Background: an optimization exercise with open tools, aiming at a short achievable clock period and few clock cycles per item. Do not read the settings as production practice.
In this exercise RTL edits were held to simulation tests only and were not proved equivalent to the original.
Power and IR drop assume default switching activity.

==> inputs of run a <==
Design frame_codec, start of the top module:
module frame_codec (
    input  wire        clk,
    input  wire        rst,
    input  wire        cmd_valid,
    output wire        cmd_ready,
    input  wire [31:0] cmd_word,
    input  wire        cmd_has_data,
    input  wire [15:0] cmd_len,
    input  wire        cmd_has_cap,
    input  wire [15:0] cmd_cap,
    input  wire        in_valid,
    output wire        in_ready,
    input  wire [7:0]  in_data,
    output wire        out_valid,
    input  wire        out_ready,
    output wire [7:0]  out_data,
    output wire        rsp_valid,
    input  wire        rsp_ready,
    output wire [7:0]  rsp_status,
    output wire [15:0] rsp_topic,
    output wire [15:0] rsp_tag,
    output wire [31:0] rsp_value
);
==> flow/config.mk <==
export PLATFORM = sky130hd
export DESIGN_NAME = frame_codec
export DESIGN_NICKNAME = frame_codec
export VERILOG_FILES = /design/flow/design.v
export SDC_FILE = /design/flow/constraint.sdc
export NUM_CORES = 4
export LEC_CHECK = 0
export ABC_CLOCK_PERIOD_IN_PS = 2500
export CAP_MARGIN = 20
export CORE_MARGIN = 2
export CORE_UTILIZATION = 70
export CTS_CLUSTER_DIAMETER = 120
export CTS_CLUSTER_SIZE = 30
export PLACE_DENSITY = 0.85
export SETUP_SLACK_MARGIN = 5
export SLEW_MARGIN = 20
==> flow/constraint.sdc <==
create_clock -name core_clock -period 8.0 [get_ports {clk}]
set_input_delay 1.6000 -clock core_clock [delete_from_list [all_inputs] [get_ports {clk}]]
set_output_delay 1.6000 -clock core_clock [all_outputs]
set_load 0.01 [all_outputs]
standard.sh (not shown) runs the stock make flow with config.mk's settings and CLKGATE_MAP_FILE= SYNTH_SCRIPT=/design/flow/synth_recipe.tcl, a recipe that flattens the netlist after the stock synthesis.
==> flow/flow/run.sh <==
#!/bin/bash
set -euo pipefail
bash standard.sh SETUP_SLACK_MARGIN=6.0 finish > standard_flow.log 2>&1
==> run b (differences from run a) <==
==> flow/run.sh (new file) <==
#!/bin/bash
# synth_recipe.tcl (not shown) runs the flow's synth.tcl, then flattens the netlist and writes it again
# the make line also repeats each setting of config.mk as NAME=value (left out here)
make -C /OpenROAD-flow-scripts/flow DESIGN_CONFIG=/design/flow/config.mk WORK_HOME=/design/flow/orfs CLKGATE_MAP_FILE= SYNTH_SCRIPT=/design/flow/synth_recipe.tcl finish
- CORE_UTILIZATION: 70 -> 65
- PLACE_DENSITY: 0.85 -> 0.8
removed: flow/flow/run.sh
removed: flow/standard.sh
==> run c (differences from run a) <==
--- a/flow/design.v
+++ b/flow/design.v
@@ -73,12 +73,10 @@
     assign r_chk[10]    = r_hd && (r_len == 16'd1);
     assign r_chk[26:11] = r_hd ? r_len : 16'd0;
     assign r_chk[42:27] = r_imm;
     assign r_chk[49:43] = (r_opc == 8'h02) ? r_len[6:0] : (r_len[6:0] - 7'd12);
     assign r_chk[51:50] = r_word[25:24];
-    reg            r2_v;
-    reg [DQW-1:0]  r2;
     reg            dq0_v, dq1_v;
     reg [DQW-1:0]  dq0, dq1;
     reg        q_fail;
     reg [7:0]  q_st;
     always @(*) begin
@@ -133,16 +131,11 @@
     reg [31:0] f_chk;
     reg [15:0] f_topic;
     reg [15:0] f_rtag;
     reg [15:0] f_tag;
     reg [6:0]  f_pl;
-    reg        g_v, g_rb;
-    reg [7:0]  g_status;
-    reg        g_gen, g_hasb;
-    reg [6:0]  g_pl;
-    reg [15:0] g_topic, g_tag;
-    reg [31:0] g_val;
+    reg        f2_v, f2_rb;
     wire b_gen = (c_op == OP_GEN);
     wire b_par = (c_op == OP_PARSE);
     wire b_crc = (c_op == OP_CRC);
     wire [7:0] b = i0_d;
     wire in_pl = b_par && (c_pidx == 4'd12);
@@ -225,47 +218,43 @@
     wire       load_n = !rsp_valid_r && rq_ne && !rq_hasb[rr];
     wire       load_b = fire0 && o0_last;
     wire       lrsp   = load_n || load_b;
     wire [1:0] pp = rq_p[1:0];
     wire dq_pop  = ld;
-    wire r_push  = r2_v && (!dq1_v || dq_pop);
-    wire r_move  = r_v && (!r2_v || r_push);
+    wire r_push  = r_v && (!dq1_v || dq_pop);
     wire cmd_fire = cmd_valid && cmd_ready_r;
-    wire r_v_n   = cmd_fire || (r_v && !r_move);
-    wire r2_v_n  = r_move || (r2_v && !r_push);
+    wire r_v_n   = cmd_fire || (r_v && !r_push);
     reg  dq1_v_n;
     always @(*) begin
         if (dq0_v && !dq_pop)
             dq1_v_n = dq1_v || r_push;
         else if (dq1_v)
             dq1_v_n = r_push;
         else
             dq1_v_n = 1'b0;
     end
     always @(posedge clk) begin
-        if (!(r_v && !r_move)) begin
+        if (!(r_v && !r_push)) begin
             r_word <= cmd_word; r_hd <= cmd_has_data; r_len <= cmd_len;
             r_hc <= cmd_has_cap; r_cap <= cmd_cap;
         end
-        if (!(r2_v && !r_push))
-            r2 <= r_chk;
         if (rst) begin
-            r_v <= 1'b0; r2_v <= 1'b0;
+            r_v <= 1'b0;
             cmd_ready_r <= 1'b1;
         end else begin
-            r_v <= r_v_n; r2_v <= r2_v_n;
-            cmd_ready_r <= !(r_v_n && r2_v_n);
+            r_v <= r_v_n;
+            cmd_ready_r <= !(r_v_n && dq1_v_n);
         end
     end
     always @(posedge clk) begin
         if (dq0_v && !dq_pop) begin
-            if (!dq1_v) dq1 <= r2;
+            if (!dq1_v) dq1 <= r_chk;
         end else if (dq1_v) begin
             dq0 <= dq1;
-            dq1 <= r2;
+            dq1 <= r_chk;
         end else begin
-            dq0 <= r2;
+            dq0 <= r_chk;
         end
         if (rst) begin
             dq0_v <= 1'b0; dq1_v <= 1'b0;
         end else begin
             if (dq0_v && !dq_pop)
@@ -331,21 +320,21 @@
         if (rst) begin
             s1_st <= 1'b0; s2_st <= 1'b0;
         end else begin
             s1_st <= store; s2_st <= s1_st;
         end
-        f_op <= c_op; f_fail <= c_fail; f_st <= c_st; f_crc <= crc_new;
-        f_prebad <= prebad_new; f_chk <= chk_new; f_topic <= topic_new;
-        f_rtag <= rtag_new; f_tag <= c_tag; f_pl <= c_pl;
-        g_status <= f_status; g_gen <= f_gen; g_hasb <= f_hasb; g_pl <= f_pl;
-        g_topic <= f_otopic; g_tag <= f_otag; g_val <= f_oval;
+        if (fin) begin
+            f_op <= c_op; f_fail <= c_fail; f_st <= c_st; f_crc <= crc_new;
+            f_prebad <= prebad_new; f_chk <= chk_new; f_topic <= topic_new;
+            f_rtag <= rtag_new; f_tag <= c_tag; f_pl <= c_pl;
+        end
         if (rst) begin
-            f_v <= 1'b0; g_v <= 1'b0; g_rb <= 1'b0;
+            f_v <= 1'b0; f2_v <= 1'b0; f2_rb <= 1'b0;
         end else begin
             f_v <= fin;
-            g_v <= f_v;
-            g_rb <= f_v && f_hdrok && !f_crcok;
+            f2_v <= f_v;
+            f2_rb <= f_v && f_hdrok && !f_crcok;
         end
     end
     wire [BUFN:0] oh_c_n  = (s2_st && !pop) ? {oh_c[BUFN-1:0], 1'b0} :
                             (!s2_st && pop) ? {1'b0, oh_c[BUFN:1]} : oh_c;
     wire [BUFN:0] oh_cc_n = pop ? {1'b0, oh_cc[BUFN:1]} : oh_cc;
@@ -367,36 +356,36 @@
         if (rst) begin
             oh_c <= {{BUFN{1'b0}}, 1'b1};
             oh_cc <= {{BUFN{1'b0}}, 1'b1};
             space_ok <= 1'b1;
         end else begin
-            if (g_rb) begin
+            if (f2_rb) begin
                 oh_c <= oh_cc_n; oh_cc <= oh_cc_n;
-            end else if (g_v) begin
+            end else if (f2_v) begin
                 oh_c <= oh_c_n; oh_cc <= oh_c_n;
             end else begin
                 oh_c <= oh_c_n; oh_cc <= oh_cc_n;
             end
             space_ok <= !(oh_c_n[BUFN] || oh_c_n[BUFN-1] || oh_c_n[BUFN-2]);
         end
     end
-    wire [2:0] rq_w_n = rq_w + {2'd0, g_v};
+    wire [2:0] rq_w_n = rq_w + {2'd0, f_v};
     always @(posedge clk) begin
-        if (g_v) begin
-            rq_st[rq_w[1:0]]    <= g_status;
-            rq_gen[rq_w[1:0]]   <= g_gen;
-            rq_hasb[rq_w[1:0]]  <= g_hasb;
-            rq_pl[rq_w[1:0]]    <= g_pl;
-            rq_topic[rq_w[1:0]] <= g_topic;
-            rq_tag[rq_w[1:0]]   <= g_tag;
-            rq_val[rq_w[1:0]]   <= g_val;
+        if (f_v) begin
+            rq_st[rq_w[1:0]]    <= f_status;
+            rq_gen[rq_w[1:0]]   <= f_gen;
+            rq_hasb[rq_w[1:0]]  <= f_hasb;
+            rq_pl[rq_w[1:0]]    <= f_pl;
+            rq_topic[rq_w[1:0]] <= f_otopic;
+            rq_tag[rq_w[1:0]]   <= f_otag;
+            rq_val[rq_w[1:0]]   <= f_oval;
         end
         if (rst) begin
             rq_w <= 3'd0; rq_ok <= 1'b1;
         end else begin
             rq_w <= rq_w_n;
-            rq_ok <= ((rq_w_n - rq_r) + {2'd0, f_v} + {2'd0, fin}) <= 3'd3;
+            rq_ok <= ((rq_w_n - rq_r) + {2'd0, fin}) <= 3'd3;
         end
     end
     wire p_load = !p_act && (rq_p != rq_w);
     always @(posedge clk) begin
         if (p_load) begin
@@ -431,16 +420,14 @@
                 end
             end
         end
     end
     always @(posedge clk) begin
-        if (ld0)
-            o0_last <= cand_last;
-        if (rst)
-            out_data_r <= 8'd0;
-        else if (ld0)
+        if (ld0) begin
             out_data_r <= cand_d;
+            o0_last    <= cand_last;
+        end
         if (!o1_v) begin
             o1_d <= push_d; o1_first <= p_first; o1_last <= push_last; o1_idx <= p_idx;
         end
         if (rst) begin
             out_valid_r <= 1'b0; o1_v <= 1'b0;
@@ -451,16 +438,11 @@
             else
                 o1_v <= push && !ld0;
         end
     end
     always @(posedge clk) begin
-        if (rst) begin
-            rsp_status_r <= 8'd0;
-            rsp_topic_r  <= 16'd0;
-            rsp_tag_r    <= 16'd0;
-            rsp_value_r  <= 32'd0;
-        end else if (!rsp_valid_r) begin
+        if (!rsp_valid_r) begin
             rsp_status_r <= rq_st[rr];
             rsp_topic_r  <= rq_topic[rr];
             rsp_tag_r    <= rq_gen[rr] ? 16'd0 : rq_tag[rr];
             rsp_value_r  <= rq_gen[rr] ? 32'd0 : rq_val[rr];
         end
==> flow/run.sh (new file) <==
#!/bin/bash
# synth_recipe.tcl (not shown) runs the flow's synth.tcl, then flattens the netlist and writes it again
# the make line also repeats each setting of config.mk as NAME=value (left out here)
make -C /OpenROAD-flow-scripts/flow DESIGN_CONFIG=/design/flow/config.mk WORK_HOME=/design/flow/orfs CLKGATE_MAP_FILE= SYNTH_SCRIPT=/design/flow/synth_recipe.tcl finish
- CORE_UTILIZATION: 70 -> 40
- CTS_CLUSTER_DIAMETER: 120 -> default
- CTS_CLUSTER_SIZE: 30 -> default
- PLACE_DENSITY: 0.85 -> 0.6
removed: flow/flow/run.sh
removed: flow/standard.sh
==> run notes <==
- The die is approximately 380 um tall.
- The last stage the flow got to is 5_1_grt.
- The total global routing track utilization is just over 70%.
- The share of synthesized cell area in full adder, half adder and majority cells is 0.546%.
- The tool reported: "[ERROR GRT-0232] Routing congestion too high. Check the congestion heatmap in the GUI".
- The flow did not finish.
- The number of distinct library cells after synthesis is between 70 and 80.
- The placed instance count is 8220.
Source of the figures above: run a

==> run notes <==
- The biggest cell delay along the critical path is 0.47 ns.
- Yosys mapped a number of flops with a built-in enable equal to approximately 1800.
- met2 is the most crowded layer.
- For this design, the sink count on the clock tree is ~2300.
- The number of distinct library cells after synthesis is 72.
- In this run, synthesis produced a sequential element count of around 2300.
- The placed instance count is approximately 9300.
- The library cells used most frequently in the layout, excluding fill and tap cells, are 1836 x edfxtp_1, 1161 x mux2_2, 447 x dfxtp_1.
- Of the total synthesized cell area, the portion taken by full adders, half adders and majority gates is 0.543%.
- The run finished with no timing, DRC or antenna violations.
- Among all flip-flop cells after synthesis, the most frequent one is edfxtp_1.
Source of the figures above: run c

==> run notes <==
- The proportion of layout cells with a drive suffix above 1 is 25.1%.
- The number of placed instances, taps included, is ~8400.
- The portion of total power attributed to combinational logic is roughly a tenth.
- The fraction of final cell area spent on non-clock buffers in this run is under 10%.
- On the final layout, the worst hold slack is between 0.3 and 0.4 ns.
- After Yosys synthesis, full adders, half adders and majority gates account for less than 1% of the synthesized area.
- The chip height is 397 um.
- The flow ran to the end and the layout has no timing, DRC or antenna violations.
- Timing analysis after detailed placement gives a worst setup slack of 4.17 ns.
- Global routing used about a quarter of the available tracks across all layers.
- The number of different library cells used by synthesis comes to between 70 and 80.
- The antenna cell count is 0.
Source of the figures above: run b

Testbench counts of run a, summed over its fixed seeds: cycles 165,999, items 2,400.
Testbench counts of run b, summed over its fixed seeds: cycles 165,999, items 2,400.
Testbench counts of run c, summed over its fixed seeds: cycles 165,963, items 2,400.

==> afterwards: timing with drivers on the ports <==
No port has a modelled driver above. Below, the same layouts with a new extraction and two added sets of constraints.
Step 1, drivers: a clkbuf_16 drives clk and a buf_2 each remaining input, both assumed.
Step 2 also shifts input and output timing later by t, the mid clock arrival at the registers, as if the neighbouring blocks saw the same clock.
a / b / c = ideal ports / drivers / drivers and shift; a / b = the first two.
run	t, ns	slack for setup (ns)	cell pins on the clock port's net
run b	0.828	5.059 / 4.979 / 4.400	1
run c	0.948	4.902 / 4.817 / 4.258	1
After both steps every run listed still meets setup and hold. For run b, which loses most, drivers alone change the setup slack by -0.080 ns; drivers and shift together by -0.659 ns.
